What follows belongs to an exercise in optimizing a design on an open flow for small area, a short achievable clock period and few clock cycles; a production flow would make more cautious choices. Only simulation tests tie the RTL to the original design; equivalence was not proved. Power and IR drop assume default switching activity.

Design bdu, start of the top module:
module bdu (
    input  wire        clk,
    input  wire        rst,           
    input  wire        reg_we,
    input  wire [3:0]  reg_waddr,
    input  wire [31:0] reg_wdata,
    input  wire [3:0]  reg_raddr,
    output reg  [31:0] reg_rdata,
    output wire        irq,
    output wire        busy,
    output reg         raw_re,
    output reg  [14:0] raw_addr,
    input  wire [7:0]  raw_rdata,
    output reg         plane_en,
    output reg         plane_we,
    output reg  [13:0] plane_addr,
    output reg  [7:0]  plane_wdata,
    input  wire [7:0]  plane_rdata,
    output reg         rgb_we,
    output reg  [15:0] rgb_addr,
    output reg  [7:0]  rgb_wdata      
);
    localparam [1:0] PH_IDLE = 2'd0, PH_UNPACK = 2'd1, PH_DEMOSAIC = 2'd2, PH_HALT = 2'd3;
    localparam [2:0] E_ARG_CMD = 3'd1, E_ARG_CFG = 3'd2, E_ALLOC = 3'd3,
                     E_SHORT_READ = 3'd4, E_BOUNDS = 3'd5;
    localparam [3:0] R_CTRL = 4'd0, R_CMD = 4'd1, R_STATUS = 4'd2, R_WIDTH = 4'd3,
                     R_HEIGHT = 4'd4, R_BITDEPTH = 4'd5, R_PATTERN = 4'd6,
                     R_RAW_LEN = 4'd7, R_PIX = 4'd8, R_FPIX = 4'd9, R_FADDR = 4'd10;
  ...
For scale: ~2700 cells after synthesis, ~300 flip-flops, ~160 I/O pins, roughly 0.023 mm² of cells after synthesis.
clock: 13.0 ns
lec_check: 0
cap_margin: 10
core_margin: 2
core_utilization: 60
cts_buf_list: sky130_fd_sc_hd__clkbuf_8 sky130_fd_sc_hd__clkbuf_16
cts_cluster_diameter: 80
cts_cluster_size: 25
place_density: 0.75
slew_margin: 10
standard.sh (not shown) runs the stock make flow with config.mk's settings and CLKGATE_MAP_FILE= SYNTH_SCRIPT=/design/flow/synth_recipe.tcl, a recipe that flattens the netlist after the stock synthesis.
==> flow/flow/run.sh <==
#!/bin/bash
set -euo pipefail
MARGIN=${MARGIN:-6.25}
bash standard.sh SETUP_SLACK_MARGIN=$MARGIN "BUFFER_PORTS_ARGS=-buffer_cell sky130_fd_sc_hd__buf_1" finish > standard.log 2>&1
The baseline finished with timing, DRC and antenna clean.
Testbench counts at the start, summed over its fixed seeds: cycles 197,751.
Rerun with:
Settings changed: CTS_BUF_LIST sky130_fd_sc_hd__clkbuf_8 sky130_fd_sc_hd__clkbuf_16 to sky130_fd_sc_hd__clkbuf_16, CTS_CLUSTER_SIZE 25 to 32.
What happened: Total power climbs by 1.5%; worst hold slack barely changes; core utilization rises by 0.29 points; design area went up by 0.44%; global-route usage stays flat.
Rerun with:
Settings changed: CTS_BUF_LIST sky130_fd_sc_hd__clkbuf_16 to sky130_fd_sc_hd__clkbuf_4 sky130_fd_sc_hd__clkbuf_8, CTS_CLUSTER_DIAMETER 80 to unset, CTS_CLUSTER_SIZE 32 to unset.
After rerunning: The changed run completed with no timing, DRC or antenna violations; clock-buffer cell count rises by 67; via count rises by 1.1%; hold slack got worse by 0.011 ns; cell area rises by 1.4%; setup slack got worse by 0.012 ns; sequential power hardly moves; maximum frequency hardly moves; register-to-register slack got worse by 0.09 ns; first-iteration DRC count rises by 7.6%; clock power rises by 31%; die area stays the same.
Rerun with:
==> flow/flow/run.sh (replaced) <==
#!/bin/bash
set -euo pipefail
MARGIN=${MARGIN:-6.25}
bash standard.sh SETUP_SLACK_MARGIN=$MARGIN finish > standard.log 2>&1
Settings changed: CAP_MARGIN 10 to 15, CORE_UTILIZATION 60 to 55, PLACE_DENSITY 0.75 to 0.7, SLEW_MARGIN 10 to 15.
Outcome:
- The new run passed the timing, DRC and antenna checks
- power rose slightly
- sequential power barely changes
- utilization decreases by 2.7 points
- global-route usage went down by 2.2 points
- combinational power goes up by a few percent
- area after synthesis stays the same

* * *

Another version of the RTL of bdu (not shown whole).
Size in the first run: roughly 3100 cells after synthesis, ~300 flip-flops, about 0.026 mm^2 of cells after synthesis.
// bdu
module bdu (
    input  wire        clk,
    input  wire        rst,           
    input  wire        reg_we,
    input  wire [3:0]  reg_waddr,
    input  wire [31:0] reg_wdata,
    input  wire [3:0]  reg_raddr,
    output reg  [31:0] reg_rdata,
    output wire        irq,
    output wire        busy,
    output reg         raw_re,
    output reg  [14:0] raw_addr,
    input  wire [7:0]  raw_rdata,
    output reg         plane_en,
    output reg         plane_we,
    output reg  [13:0] plane_addr,
    output reg  [7:0]  plane_wdata,
    input  wire [7:0]  plane_rdata,
    output reg         rgb_we,
    output reg  [15:0] rgb_addr,
    output reg  [7:0]  rgb_wdata      
);
    localparam [1:0] PH_IDLE = 2'd0, PH_UNPACK = 2'd1, PH_DEMOSAIC = 2'd2, PH_HALT = 2'd3;
    localparam [2:0] E_ARG_CMD = 3'd1, E_ARG_CFG = 3'd2, E_ALLOC = 3'd3,
                     E_SHORT_READ = 3'd4, E_BOUNDS = 3'd5;
    localparam [3:0] R_CTRL = 4'd0, R_CMD = 4'd1, R_STATUS = 4'd2, R_WIDTH = 4'd3,
                     R_HEIGHT = 4'd4, R_BITDEPTH = 4'd5, R_PATTERN = 4'd6,
                     R_RAW_LEN = 4'd7, R_PIX = 4'd8, R_FPIX = 4'd9, R_FADDR = 4'd10;
    localparam [2:0] T_NONE = 3'd0, T_B = 3'd1, T_G = 3'd2, T_R = 3'd3, T_X = 3'd4;
    reg        ie;
    reg [15:0] width, height;
    reg [4:0]  bitdepth;
    reg [1:0]  pattern;
    reg [31:0] raw_len;
    reg [1:0]  phase;
    reg        done, patnop;
    reg [2:0]  ecode;
  ...
==> flow/config.mk <==
export PLATFORM = sky130hd
export DESIGN_NAME = bdu
export DESIGN_NICKNAME = bdu
export VERILOG_FILES = /design/flow/design.v
export SDC_FILE = /design/flow/constraint.sdc
export NUM_CORES = 4
export LEC_CHECK = 0
export CAP_MARGIN = 30
export CORE_MARGIN = 2
export CORE_UTILIZATION = 40
export PLACE_DENSITY = 0.6
export SETUP_SLACK_MARGIN = 5
export SLEW_MARGIN = 30
==> flow/constraint.sdc <==
create_clock -name core_clock -period 13.0 [get_ports {clk}]
set_input_delay 2.6000 -clock core_clock [delete_from_list [all_inputs] [get_ports {clk}]]
set_output_delay 2.6000 -clock core_clock [all_outputs]
set_load 0.01 [all_outputs]
run.sh (not shown) runs the stock make flow with config.mk's settings and CLKGATE_MAP_FILE= SYNTH_SCRIPT=/design/flow/synth_recipe.tcl, a recipe that flattens the netlist after the stock synthesis.
Stock flow here: none of the scripts above is used.
The starting point went through all stages and came out clean.
Testbench counts at the start, summed over its fixed seeds: cycles 197,751.
==> next run, changes <==
==> flow/flow/run.sh (new file) <==
#!/bin/bash
set -euo pipefail
MARGIN=${MARGIN:-7}
bash standard.sh SETUP_SLACK_MARGIN=$MARGIN finish > standard.log 2>&1
==> flow/standard.sh (new file) <==
#!/bin/bash
# synth_recipe.tcl (not shown) runs the flow's synth.tcl, then flattens the netlist and writes it again
# the make line also repeats each setting of config.mk as NAME=value (left out here)
make -C /OpenROAD-flow-scripts/flow DESIGN_CONFIG=/design/flow/config.mk WORK_HOME=/design/flow/orfs CLKGATE_MAP_FILE= SYNTH_SCRIPT=/design/flow/synth_recipe.tcl "${@:-finish}"
Settings changed: SETUP_SLACK_MARGIN 5 to not set.
removed: flow/run.sh
The changed run completed without violations.
Maximum frequency grows by about a fifth.
Routed wire length grows by a few percent.
Worst hold slack improved by 0.0034 ns.
Combinational power grows by roughly a tenth.
Worst setup slack improved by 1.1 ns.

==> afterwards: timing with drivers on the ports <==
Ports are ideal in the flow. The routed layouts listed here were re-timed in OpenROAD.
Step 1 assumes that a clkbuf_16 drives the clock port and a buf_2 every other input.
Step 2 times the ports against the registers' clock, not the clock port: input delays grow and output delays shrink by t, the midpoint of the rising clock arrivals with the driver on.
Slacks: no drivers / after step 1 / after step 2; pairs: no drivers / after step 1.
run	shift t [ns]	setup WS [ns]	slew at the worst register clock pin (ns)	worst slew at a driven data input, ns
the first run of note 1	0.616	6.229 / 6.175 / 5.979	0.10 / 0.10	0.07
the second run of note 1	0.611	6.239 / 6.173 / 5.987	0.12 / 0.12	0.07
the third run of note 1	0.702	6.228 / 6.160 / 5.684	0.07 / 0.07	0.07
the fourth run of note 1	0.696	6.251 / 6.171 / 5.857	0.07 / 0.07	0.08
the first run of note 2	0.627	5.092 / 5.072 / 4.825	0.06 / 0.06	0.04
the second run of note 2	0.620	6.221 / 6.123 / 5.721	0.07 / 0.07	0.15
After both steps setup and hold are still met in every run listed. The setup slack of the third run of note 1, which loses most, moves by -0.068 ns with the drivers and by -0.544 ns with both steps.
